Background: an optimization exercise with open tools, aiming at small area. Do not read the settings as production practice.
In this exercise RTL edits were held to simulation tests only and were not proved equivalent to the original.
Power figures rest on the tool's default switching activity, not on a simulated workload.

===== design.v =====
module rfid_link (
    input  wire       clk,
    input  wire       rst,
    input  wire       start,
    input  wire [7:0] addr_byte,
    input  wire [7:0] wdata,
    input  wire       miso,
    output reg        cs_n,
    output reg        sck,
    output reg        mosi,
    output reg        done,
    output reg  [7:0] rdata
);
    localparam L_IDLE = 2'd0;
    localparam L_LO   = 2'd1;
    localparam L_HI   = 2'd2;
    localparam L_END  = 2'd3;
    reg [1:0]  st;
    reg [15:0] sh;
    reg [3:0]  cnt;
    always @(posedge clk) begin
        if (rst) begin
            st    <= L_IDLE;
            cs_n  <= 1'b1;
            sck   <= 1'b0;
            mosi  <= 1'b0;
            done  <= 1'b0;
            sh    <= 16'd0;
            cnt   <= 4'd0;
            rdata <= 8'd0;
        end else begin
            done <= 1'b0;
            case (st)
                L_IDLE: if (start) begin
                    sh   <= {addr_byte, wdata};
                    cs_n <= 1'b0;
                    sck  <= 1'b0;
                    mosi <= addr_byte[7];
                    cnt  <= 4'd0;
                    st   <= L_LO;
                end
                L_LO: begin
                    sck <= 1'b1;
                    st  <= L_HI;
                end
                L_HI: begin
                    rdata <= {rdata[6:0], miso};
                    sck   <= 1'b0;
                    if (cnt == 4'd15) begin
                        st <= L_END;
                    end else begin
                        cnt  <= cnt + 4'd1;
                        mosi <= sh[14];
                        sh   <= {sh[14:0], 1'b0};
                        st   <= L_LO;
                    end
                end
                L_END: begin
                    cs_n <= 1'b1;
                    mosi <= 1'b0;
                    done <= 1'b1;
                    st   <= L_IDLE;
                end
            endcase
        end
    end
endmodule
module rfid_lock_core (
    input  wire        clk,
    input  wire        rst,
    input  wire        ms_tick,
    input  wire        sec_tick,
    input  wire        pf_event,
    output wire        pcd_cs_n,
    output wire        pcd_sck,
    output wire        pcd_mosi,
    input  wire        pcd_miso,
    output reg         pcd_rst_n,
    output wire        nv_rd,
    input  wire [39:0] nv_rdata,
    output reg         nv_wr,
    output reg  [39:0] nv_wdata,
    output wire        auth_req,
    output wire [31:0] auth_uid,
    input  wire        auth_ack,
    input  wire        auth_match,
    output reg         act_valid,
    output reg         act_unlock,
    output reg         booted,
    output wire        locked_out,
    output reg  [2:0]  last_result
);
    localparam [7:0] MAGIC          = 8'hA5;
    localparam [7:0] MAX_WRONG      = 8'd3;
    localparam [7:0] LOCKOUT_SECS   = 8'd30;
    localparam [7:0] T_RST_HOLD_MS  = 8'd2;
    localparam [7:0] T_SETTLE_MS    = 8'd2;
    localparam [7:0] REQA_BOUND_MS  = 8'd50;
    localparam [7:0] ACOLL_BOUND_MS = 8'd50;
    localparam [2:0] R_OK           = 3'd0;
    localparam [2:0] R_TIMEOUT      = 3'd1;
    localparam [2:0] R_PCD_ERROR    = 3'd2;
    localparam [2:0] R_NO_ROOM      = 3'd3;
    localparam [2:0] R_BAD_LENGTH   = 3'd4;
    localparam [2:0] R_BAD_LASTBITS = 3'd5;
    localparam [2:0] R_BCC_MISMATCH = 3'd6;
    localparam [4:0] S_LOAD     = 5'd0;
    localparam [4:0] S_BDRIVE   = 5'd1;
    localparam [4:0] S_RSTHOLD  = 5'd2;
    localparam [4:0] S_SRST     = 5'd3;
    localparam [4:0] S_SETTLE   = 5'd4;
    localparam [4:0] S_INIT     = 5'd5;
    localparam [4:0] S_ANT_RD   = 5'd6;
    localparam [4:0] S_ANT_WR   = 5'd7;
    localparam [4:0] S_PFCHK    = 5'd8;
    localparam [4:0] S_TICK     = 5'd9;
    localparam [4:0] S_SAVE     = 5'd10;
    localparam [4:0] X_IDLE     = 5'd11;
    localparam [4:0] X_CLRIRQ   = 5'd12;
    localparam [4:0] X_FLUSH    = 5'd13;
    localparam [4:0] X_FIFO     = 5'd14;
    localparam [4:0] X_FRAMING  = 5'd15;
    localparam [4:0] X_CMD      = 5'd16;
    localparam [4:0] X_SS_RD    = 5'd17;
    localparam [4:0] X_SS_WR    = 5'd18;
    localparam [4:0] X_IRQ      = 5'd19;
    localparam [4:0] X_ERR      = 5'd20;
    localparam [4:0] X_LVL      = 5'd21;
    localparam [4:0] X_RDF      = 5'd22;
    localparam [4:0] X_CTRL     = 5'd23;
    localparam [4:0] X_CHECK    = 5'd24;
    localparam [4:0] S_AUTH     = 5'd25;
    reg  [4:0]  st;
    reg  [4:0]  save_ret;      
    reg  [2:0]  idx;           
    reg         fr;            
    reg  [7:0]  ms_cnt;        
    reg         first_poll;
    reg  [7:0]  rx_len;
    reg  [7:0]  rx_xor;
    reg  [2:0]  rx_lastbits;
    reg  [7:0]  uid0, uid1, uid2, uid3;
    reg  [7:0]  rec_ls;        
    reg  [7:0]  rec_wa;        
    reg  [7:0]  rec_lsr;       
    reg         pf_attached;
    reg         pf_latch;
    reg  [7:0]  ticks;         
    reg         l_start;
    reg  [7:0]  l_addr;
    reg  [7:0]  l_wdata;
    wire        l_done;
    wire [7:0]  l_rdata;
    reg         pend;
    rfid_link u_link (
        .clk      (clk),
        .rst      (rst),
        .start    (l_start),
        .addr_byte(l_addr),
        .wdata    (l_wdata),
        .miso     (pcd_miso),
        .cs_n     (pcd_cs_n),
        .sck      (pcd_sck),
        .mosi     (pcd_mosi),
        .done     (l_done),
        .rdata    (l_rdata)
    );
    wire [7:0] ld_magic = nv_rdata[7:0];
    wire [7:0] ld_ls    = nv_rdata[15:8];
    wire [7:0] ld_wa    = nv_rdata[23:16];
    wire [7:0] ld_lsr   = nv_rdata[31:24];
    wire [7:0] ld_chk   = nv_rdata[39:32];
    wire       ld_valid = (ld_magic == MAGIC) &&
                          (ld_chk == (ld_magic ^ ld_ls ^ ld_wa ^ ld_lsr));
    assign nv_rd      = (st == S_LOAD);
    assign auth_req   = (st == S_AUTH);
    assign auth_uid   = {uid3, uid2, uid1, uid0};
    assign locked_out = (rec_lsr != 8'd0);
    wire [7:0] bound  = fr ? ACOLL_BOUND_MS : REQA_BOUND_MS;
    wire [7:0] cap    = fr ? 8'd5 : 8'd2;
    wire [2:0] tx_n   = fr ? 3'd2 : 3'd1;
    reg        is_link;
    reg [7:0]  x_addr;
    reg [7:0]  x_data;
    always @(*) begin
        is_link = 1'b1;
        x_addr  = 8'h00;
        x_data  = 8'h00;
        case (st)
            S_SRST:    begin x_addr = 8'h02; x_data = 8'h0F; end
            S_INIT: begin
                case (idx)
                    3'd0:    begin x_addr = 8'h54; x_data = 8'h80; end
                    3'd1:    begin x_addr = 8'h56; x_data = 8'hA9; end
                    3'd2:    begin x_addr = 8'h58; x_data = 8'h03; end
                    3'd3:    begin x_addr = 8'h5A; x_data = 8'hE8; end
                    3'd4:    begin x_addr = 8'h2A; x_data = 8'h40; end
                    default: begin x_addr = 8'h22; x_data = 8'h3D; end
                endcase
            end
            S_ANT_RD:  begin x_addr = 8'hA8; end
            S_ANT_WR:  begin x_addr = 8'h28; x_data = l_rdata | 8'h03; end
            X_IDLE:    begin x_addr = 8'h02; x_data = 8'h00; end
            X_CLRIRQ:  begin x_addr = 8'h08; x_data = 8'h7F; end
            X_FLUSH:   begin x_addr = 8'h14; x_data = 8'h80; end
            X_FIFO:    begin x_addr = 8'h12; x_data = fr ? ((idx == 3'd0) ? 8'h93 : 8'h20) : 8'h26; end
            X_FRAMING: begin x_addr = 8'h1A; x_data = fr ? 8'h00 : 8'h07; end
            X_CMD:     begin x_addr = 8'h02; x_data = 8'h0C; end
            X_SS_RD:   begin x_addr = 8'h9A; end
            X_SS_WR:   begin x_addr = 8'h1A; x_data = l_rdata | 8'h80; end
            X_IRQ:     begin x_addr = 8'h88; end
            X_ERR:     begin x_addr = 8'h8C; end
            X_LVL:     begin x_addr = 8'h94; end
            X_RDF:     begin x_addr = 8'h92; end
            X_CTRL:    begin x_addr = 8'h98; end
            default:   is_link = 1'b0;
        endcase
    end
    wire link_fin = is_link && pend && l_done;
    always @(posedge clk) begin
        if (rst) begin
            st          <= S_LOAD;
            save_ret    <= S_LOAD;
            idx         <= 3'd0;
            fr          <= 1'b0;
            ms_cnt      <= 8'd0;
            first_poll  <= 1'b0;
            rx_len      <= 8'd0;
            rx_xor      <= 8'd0;
            rx_lastbits <= 3'd0;
            uid0        <= 8'd0;
            uid1        <= 8'd0;
            uid2        <= 8'd0;
            uid3        <= 8'd0;
            rec_ls      <= 8'd0;
            rec_wa      <= 8'd0;
            rec_lsr     <= 8'd0;
            pf_attached <= 1'b0;
            pf_latch    <= 1'b0;
            ticks       <= 8'd0;
            l_start     <= 1'b0;
            l_addr      <= 8'd0;
            l_wdata     <= 8'd0;
            pend        <= 1'b0;
            pcd_rst_n   <= 1'b1;
            nv_wr       <= 1'b0;
            nv_wdata    <= 40'd0;
            act_valid   <= 1'b0;
            act_unlock  <= 1'b0;
            booted      <= 1'b0;
            last_result <= R_OK;
        end else begin
            l_start   <= 1'b0;
            nv_wr     <= 1'b0;
            act_valid <= 1'b0;
            if (ms_tick && ms_cnt != 8'hFF)
                ms_cnt <= ms_cnt + 8'd1;
            if (st == S_PFCHK)
                pf_latch <= pf_event & pf_attached;
            else if (pf_event && pf_attached)
                pf_latch <= 1'b1;
            if (sec_tick && !(st == S_TICK && ticks != 8'd0)) begin
                if (ticks != 8'hFF)
                    ticks <= ticks + 8'd1;
            end else if (!sec_tick && st == S_TICK && ticks != 8'd0) begin
                ticks <= ticks - 8'd1;
            end
            if (is_link && !pend) begin
                l_start <= 1'b1;
                l_addr  <= x_addr;
                l_wdata <= x_data;
                pend    <= 1'b1;
            end
            if (link_fin)
                pend <= 1'b0;
            case (st)
                S_LOAD: begin
                    if (ld_valid) begin
                        rec_ls  <= ld_ls;
                        rec_wa  <= ld_wa;
                        rec_lsr <= ld_lsr;
                    end else begin
                        rec_ls   <= 8'd0;
                        rec_wa   <= 8'd0;
                        rec_lsr  <= 8'd0;
                        nv_wr    <= 1'b1;
                        nv_wdata <= {MAGIC, 8'd0, 8'd0, 8'd0, MAGIC};
                    end
                    st <= S_BDRIVE;
                end
                S_BDRIVE: begin
                    pf_attached <= 1'b1;
                    act_valid   <= 1'b1;
                    act_unlock  <= (rec_ls == 8'd1);
                    pcd_rst_n   <= 1'b0;
                    ms_cnt      <= 8'd0;
                    st          <= S_RSTHOLD;
                end
                S_RSTHOLD: begin
                    if (ms_cnt >= T_RST_HOLD_MS) begin
                        pcd_rst_n <= 1'b1;
                        st        <= S_SRST;
                    end
                end
                S_SRST: if (link_fin) begin
                    ms_cnt <= 8'd0;
                    st     <= S_SETTLE;
                end
                S_SETTLE: begin
                    if (ms_cnt >= T_SETTLE_MS) begin
                        idx <= 3'd0;
                        st  <= S_INIT;
                    end
                end
                S_INIT: if (link_fin) begin
                    if (idx == 3'd5)
                        st <= S_ANT_RD;
                    else
                        idx <= idx + 3'd1;
                end
                S_ANT_RD: if (link_fin) begin
                    if ((l_rdata & 8'h03) != 8'h03)
                        st <= S_ANT_WR;
                    else begin
                        booted <= 1'b1;
                        st     <= S_PFCHK;
                    end
                end
                S_ANT_WR: if (link_fin) begin
                    booted <= 1'b1;
                    st     <= S_PFCHK;
                end
                S_PFCHK: begin
                    if (pf_latch) begin
                        save_ret <= S_TICK;
                        st       <= S_SAVE;
                    end else begin
                        st <= S_TICK;
                    end
                end
                S_TICK: begin
                    if (ticks != 8'd0) begin
                        if (rec_lsr != 8'd0) begin
                            rec_lsr <= rec_lsr - 8'd1;
                            if (rec_lsr == 8'd1)
                                rec_wa <= 8'd0;
                            save_ret <= S_TICK;
                            st       <= S_SAVE;
                        end
                    end else begin
                        fr <= 1'b0;
                        st <= X_IDLE;
                    end
                end
                S_SAVE: begin
                    nv_wr    <= 1'b1;
                    nv_wdata <= {MAGIC ^ rec_ls ^ rec_wa ^ rec_lsr, rec_lsr, rec_wa, rec_ls, MAGIC};
                    st       <= save_ret;
                end
                X_IDLE:    if (link_fin) st <= X_CLRIRQ;
                X_CLRIRQ:  if (link_fin) st <= X_FLUSH;
                X_FLUSH:   if (link_fin) begin
                    idx <= 3'd0;
                    st  <= X_FIFO;
                end
                X_FIFO:    if (link_fin) begin
                    if (idx + 3'd1 == tx_n)
                        st <= X_FRAMING;
                    else
                        idx <= idx + 3'd1;
                end
                X_FRAMING: if (link_fin) st <= X_CMD;
                X_CMD:     if (link_fin) st <= X_SS_RD;
                X_SS_RD:   if (link_fin) begin
                    if ((l_rdata & 8'h80) != 8'h80)
                        st <= X_SS_WR;
                    else begin
                        ms_cnt     <= 8'd0;
                        first_poll <= 1'b1;
                        st         <= X_IRQ;
                    end
                end
                X_SS_WR:   if (link_fin) begin
                    ms_cnt     <= 8'd0;
                    first_poll <= 1'b1;
                    st         <= X_IRQ;
                end
                X_IRQ:     if (link_fin) begin
                    first_poll <= 1'b0;
                    if ((l_rdata & 8'h30) != 8'h00) begin
                        st <= X_ERR;
                    end else if (!first_poll && ms_cnt >= bound) begin
                        last_result <= R_TIMEOUT;
                        st          <= S_PFCHK;
                    end
                end
                X_ERR:     if (link_fin) begin
                    if ((l_rdata & 8'h1B) != 8'h00) begin
                        last_result <= R_PCD_ERROR;
                        st          <= S_PFCHK;
                    end else begin
                        st <= X_LVL;
                    end
                end
                X_LVL:     if (link_fin) begin
                    if ({1'b0, l_rdata[6:0]} > cap) begin
                        last_result <= R_NO_ROOM;
                        st          <= S_PFCHK;
                    end else begin
                        rx_len <= {1'b0, l_rdata[6:0]};
                        rx_xor <= 8'd0;
                        idx    <= 3'd0;
                        st     <= (l_rdata[6:0] == 7'd0) ? X_CTRL : X_RDF;
                    end
                end
                X_RDF:     if (link_fin) begin
                    rx_xor <= rx_xor ^ l_rdata;
                    case (idx)
                        3'd0: uid0 <= l_rdata;
                        3'd1: uid1 <= l_rdata;
                        3'd2: uid2 <= l_rdata;
                        3'd3: uid3 <= l_rdata;
                        default: ;
                    endcase
                    if ({5'd0, idx} + 8'd1 == rx_len)
                        st <= X_CTRL;
                    else
                        idx <= idx + 3'd1;
                end
                X_CTRL:    if (link_fin) begin
                    rx_lastbits <= l_rdata[2:0];
                    st          <= X_CHECK;
                end
                X_CHECK: begin
                    if (!fr) begin
                        if (rx_len != 8'd2) begin
                            last_result <= R_BAD_LENGTH;
                            st          <= S_PFCHK;
                        end else if (rx_lastbits != 3'd0) begin
                            last_result <= R_BAD_LASTBITS;
                            st          <= S_PFCHK;
                        end else begin
                            last_result <= R_OK;
                            fr          <= 1'b1;
                            st          <= X_IDLE;
                        end
                    end else begin
                        if (rx_len != 8'd5) begin
                            last_result <= R_BAD_LENGTH;
                            st          <= S_PFCHK;
                        end else if (rx_xor != 8'd0) begin
                            last_result <= R_BCC_MISMATCH;
                            st          <= S_PFCHK;
                        end else begin
                            last_result <= R_OK;
                            st          <= (rec_lsr == 8'd0) ? S_AUTH : S_PFCHK;
                        end
                    end
                end
                S_AUTH: if (auth_ack) begin
                    if (auth_match) begin
                        rec_wa     <= 8'd0;
                        rec_ls     <= 8'd1;
                        act_valid  <= 1'b1;
                        act_unlock <= 1'b1;
                    end else if (rec_wa >= MAX_WRONG - 8'd1) begin
                        rec_lsr    <= LOCKOUT_SECS;
                        rec_wa     <= 8'd0;
                        rec_ls     <= 8'd0;
                        act_valid  <= 1'b1;
                        act_unlock <= 1'b0;
                    end else begin
                        rec_wa <= rec_wa + 8'd1;
                    end
                    save_ret <= S_PFCHK;
                    st       <= S_SAVE;
                end
                default: st <= S_LOAD;
            endcase
        end
    end
endmodule

===== run.sh =====
#!/bin/bash
# synth_recipe.tcl (not shown) runs the flow's synth.tcl, then flattens the netlist and writes it again
# the make line also repeats each setting of config.mk as NAME=value (left out here)
make -C /OpenROAD-flow-scripts/flow DESIGN_CONFIG=/design/flow/config.mk WORK_HOME=/design/flow/orfs CLKGATE_MAP_FILE= SYNTH_SCRIPT=/design/flow/synth_recipe.tcl finish

===== config.mk =====
export PLATFORM = sky130hd
export DESIGN_NAME = rfid_lock_core
export DESIGN_NICKNAME = rfid_lock_core
export VERILOG_FILES = /design/flow/design.v
export SDC_FILE = /design/flow/constraint.sdc
export NUM_CORES = 4
export LEC_CHECK = 0
export CAP_MARGIN = 20
export CORE_MARGIN = 2
export CORE_UTILIZATION = 40
export PLACE_DENSITY = 0.6
export SLEW_MARGIN = 20

===== constraint.sdc =====
create_clock -name core_clock -period 10.0 [get_ports {clk}]
set_input_delay 2.0000 -clock core_clock [delete_from_list [all_inputs] [get_ports {clk}]]
set_output_delay 2.0000 -clock core_clock [all_outputs]
set_load 0.01 [all_outputs]

==> summary.txt <==
worst max-delay path, cell delays in order (launching register included):
cell and delay (ps):
dfxtp_1 310, buf_4 240, nor2_1 720, nand2_1 300, inv_2 230, clkdlybuf4s50_1 590
placed cells by master, fill, tap and decap left out, types with 6 or more instances in the layout:
cell	synthesis	layout
a211oi_1	15	15
a21o_1	8	8
a21oi_1	63	63
a221oi_1	6	6
a22o_1	42	42
a22oi_1	7	7
a311oi_1	15	15
a31oi_1	10	10
a32oi_1	7	7
and2_1	12	12
and3_1	7	7
buf_4	9	15
clkbuf_16	0	17
clkdlybuf4s50_1	0	128
dfxtp_1	195	195
ha_1	22	22
inv_1	27	27
mux2i_1	53	53
nand2_1	114	114
nand2b_1	18	18
nand3_1	20	20
nand4_1	10	10
nor2_1	158	157
nor2b_1	14	14
nor3_1	36	36
nor3b_1	10	10
nor4_1	10	10
o211ai_1	9	9
o21ai_0	43	43
o22ai_1	7	7
o31ai_1	10	9
or3_1	7	7
or4_1	10	10
xnor2_1	37	37
xnor3_1	7	7
xor2_1	16	16
layout make-up:
class	instances	share of cell area
repair buffers	143	0.1135
clock buffers	18	0.03577
multi-input cells	895	0.4782
inverters	29	0.008866
well taps	330	0.03363
flip-flops and latches	195	0.3179
clock inverters	14	0.01202
logic make-up after synthesis:
| family | synth area share |
|---|---|
| simple gates | 0.2248 |
| compound gates | 0.1998 |
| flops | 0.3799 |
| buf+inv | 0.05090 |
| xor+xnor | 0.06052 |
| mux | 0.05492 |
| fa+ha+maj | 0.02874 |
| other cells | 0.0003650 |
power groups by stage:
stage / clock network (mW) / registers (mW) / logic [mW]
finish: 0.688 / 0.922 / 0.841
global route: 0.736 / 0.935 / 0.922
CTS: 0.703 / 0.923 / 0.835
detailed placement: 0 / 0.941 / 0.831
global placement: 0 / 0.939 / 0.826
floorplan: 0 / 0.928 / 0.609
how the worst max path moves through the flow:
| stage | startpoint | endpoint | depth (start not counted) |
|---|---|---|---|
| after global placement | nv_rdata[1] | nv_wdata[17]$_SDFFE_PP0P_ | 7 |
| after global routing | st[0]$_SDFFE_PP0P_ | nv_rd | 5 |
| after CTS | st[0]$_SDFFE_PP0P_ | nv_rd | 5 |
| after floorplan | sec_tick | ticks[6]$_SDFFE_PP0P_ | 8 |
| final | st[0]$_SDFFE_PP0P_ | nv_rd | 5 |
| after detailed placement | nv_rdata[1] | nv_wdata[11]$_SDFFE_PP0P_ | 7 |
routing by layer:
| metal | track usage | share of wire | vias up |
|---|---|---|---|
| met5 | 0 | 0 | - |
| met2 | 0.3330 | 0.43 | 289 |
| li1 | - | - | 4473 |
| met1 | 0.3106 | 0.48 | 4239 |
| met3 | 0.04747 | 0.070 | 44 |
| met4 | 0.06818 | 0.020 | 0 |
metrics by stage:
stage                     cell area (um^2)    util
after floorplan                      10290       -
after global placement               11680  0.4639
after detailed placement             11680  0.4639
after CTS                            12270  0.4872
after global routing                 12280  0.4876
final                                12280  0.4876
==> impl_metrics.yaml <==
pwr:
  ir_drop_v: 0.00009157
  sequentialPowerShare: 0.376
  power_mw: 2.452
  power_density_mw_per_mm2: 199.7
  switching_share: 0.3789
  intPower_mw: 1.523
  power_frac_clock: 0.281
  p_leak_nw: 4.524
  switchingPower_mw: 0.9290
  comb_power_share: 0.343
yosys:
  yosysUniqueCellTypes: 91
  netlist_area_mm2: 0.01027
  yosys_warnings: 2
  synth_edf_count: 0
  ys_top_cells_by_area: "dfxtp_1, nor2_1, mux2i_1, nand2_1, a22o_1"
  synth-async-reset-ratio: 0
  synth.most_common_cell: "dfxtp_1"
  ys_ff_latch: 195
  synth_top_area_share: 0.3799
  syn-instance-count: 1200
  avgSynthCellArea_um2: 8.562
  yosys-top-cells-count: "dfxtp_1, nor2_1, nand2_1"
  yosys.area.top_type: "dfxtp_1"
  synth-main-ff-cell: "dfxtp_1"
  synth.yosys.seq_area_share: 0.3799
clock_tree:
  htreeDepth: 4
  post-cts-setup-buffers: 0
  post_cts_resize_count: 0
  ctsHoldBuffers: 0
  cts_max_path_buffers: 2
  clkTransAtPathRegs_ps: 80
  cts.sinks: 195
  cts_tree: "done"
  clockRootBuffer: "clkbuf_16"
  clk_latency_ps: 450
  cts_buffers: 17
timing:
  finalHoldViolations: 0
  max_slew.worst_pin.slew_ps: 1001
  setup_violations: 0
  slew_viol_final: 0
  fin_skew_ps: 17.59
  hold_ws_ps: 458.1
  fin_crit_ps: 4825
  slew_headroom: 0.3274
  clock.fmax_mhz: 207.3
  fin_crit_sh: 0.4825
  fin_ws_ps: 5175
  rsz0062_at_grt: "no"
  tns_ps: 0
cells_and_area:
  seq_area_mm2: 0.003904
  fin_cells: 1624
  area_growth_pct: 19.50
  largestRegisters: "nv_wdata (33), u_link.sh (15)"
  regMostFlops: "nv_wdata"
  nets: 1352
  multi_input_area_mm2: 0.005872
  nFillCells: 2425
  n_antenna_cell: 0
  drive_gt1_frac: 0.06337
  largest_reg_flops: 33
global_route:
  gr-total-overflow: 0
  antenna_found_initial: 0
  grt_pass1_wl_um: 46560
  grt_usage: 0.2196
  grt_max_degree: 65
  grt_pass1_vias: 8367
route:
  wl_per_cell_um: 18.23
  drt_iter0_markers: 716
  routed_via_density: 5.570
  drtAntennaViolNets: 0
  drc: 0
  routed_wl_um: 29610
  firstDrtPassIters: 6
  vias: 9045
min_path:
  hp-start: "l_wdata[3]$_SDFFE_PP0P_"
  hp-class: "reg -> reg"
  whs_endpoint: "l_wdata[3]$_SDFFE_PP0P_"
  hold_depth: 1
critical_path:
  reg2regPathDepth: 12
  r2r_slack_ps: 6440
  crit_arrival_ps: 2830
  startpoint_type: "register"
  end_kind: "output port"
  path_max_fanout: 36
  worst_ep_required_time_ps: 8000
  reg2reg_to: "ticks[6]$_SDFFE_PP0P_"
  path_class: "reg -> out"
  timing.rr.start: "st[0]$_SDFFE_PP0P_"
floorplanning:
  die_y_um: 164.3
  num_rows: 58
  dieWidth_um: 164.3
  start_util: 0.4080
  ioPinCount: 134
  core_area_mm2: 0.02518
  die_area_mm2: 0.02698
status:
  status: "complete, no violations"
placed_design:
  place_inst: 1592
  port-buffer-count: 129
  pre_cts_ws_ps: 5060
  gp_congestion: 0.9375
  hpwl_um: 20660
job:
  drv_cap: 0

## static timing again, ports no longer ideal
No port has a modelled driver above. Below, the same layout with a new extraction and two added sets of constraints.
Step 1, drivers: a clkbuf_16 drives clk and a buf_2 each remaining input, both assumed.
Step 2 moves the port delays by t, midway between the first and last clock arrival at a register: inputs arrive t later, outputs are due t later. That takes back most of the time a late clock gives input paths.
Slacks: ideal / step 1 / step 2; pairs: ideal / step 1.
t, ns: 0.489
slack for setup (ns): 5.175 / 5.122 / 5.011
hold WS [ns]: 0.458 / 0.458 / 0.458
slew at the worst register clock pin (ns): 0.08 / 0.08
After both steps this run still meets setup and hold. For this run, drivers alone change the setup slack by -0.053 ns; drivers and shift together by -0.164 ns.
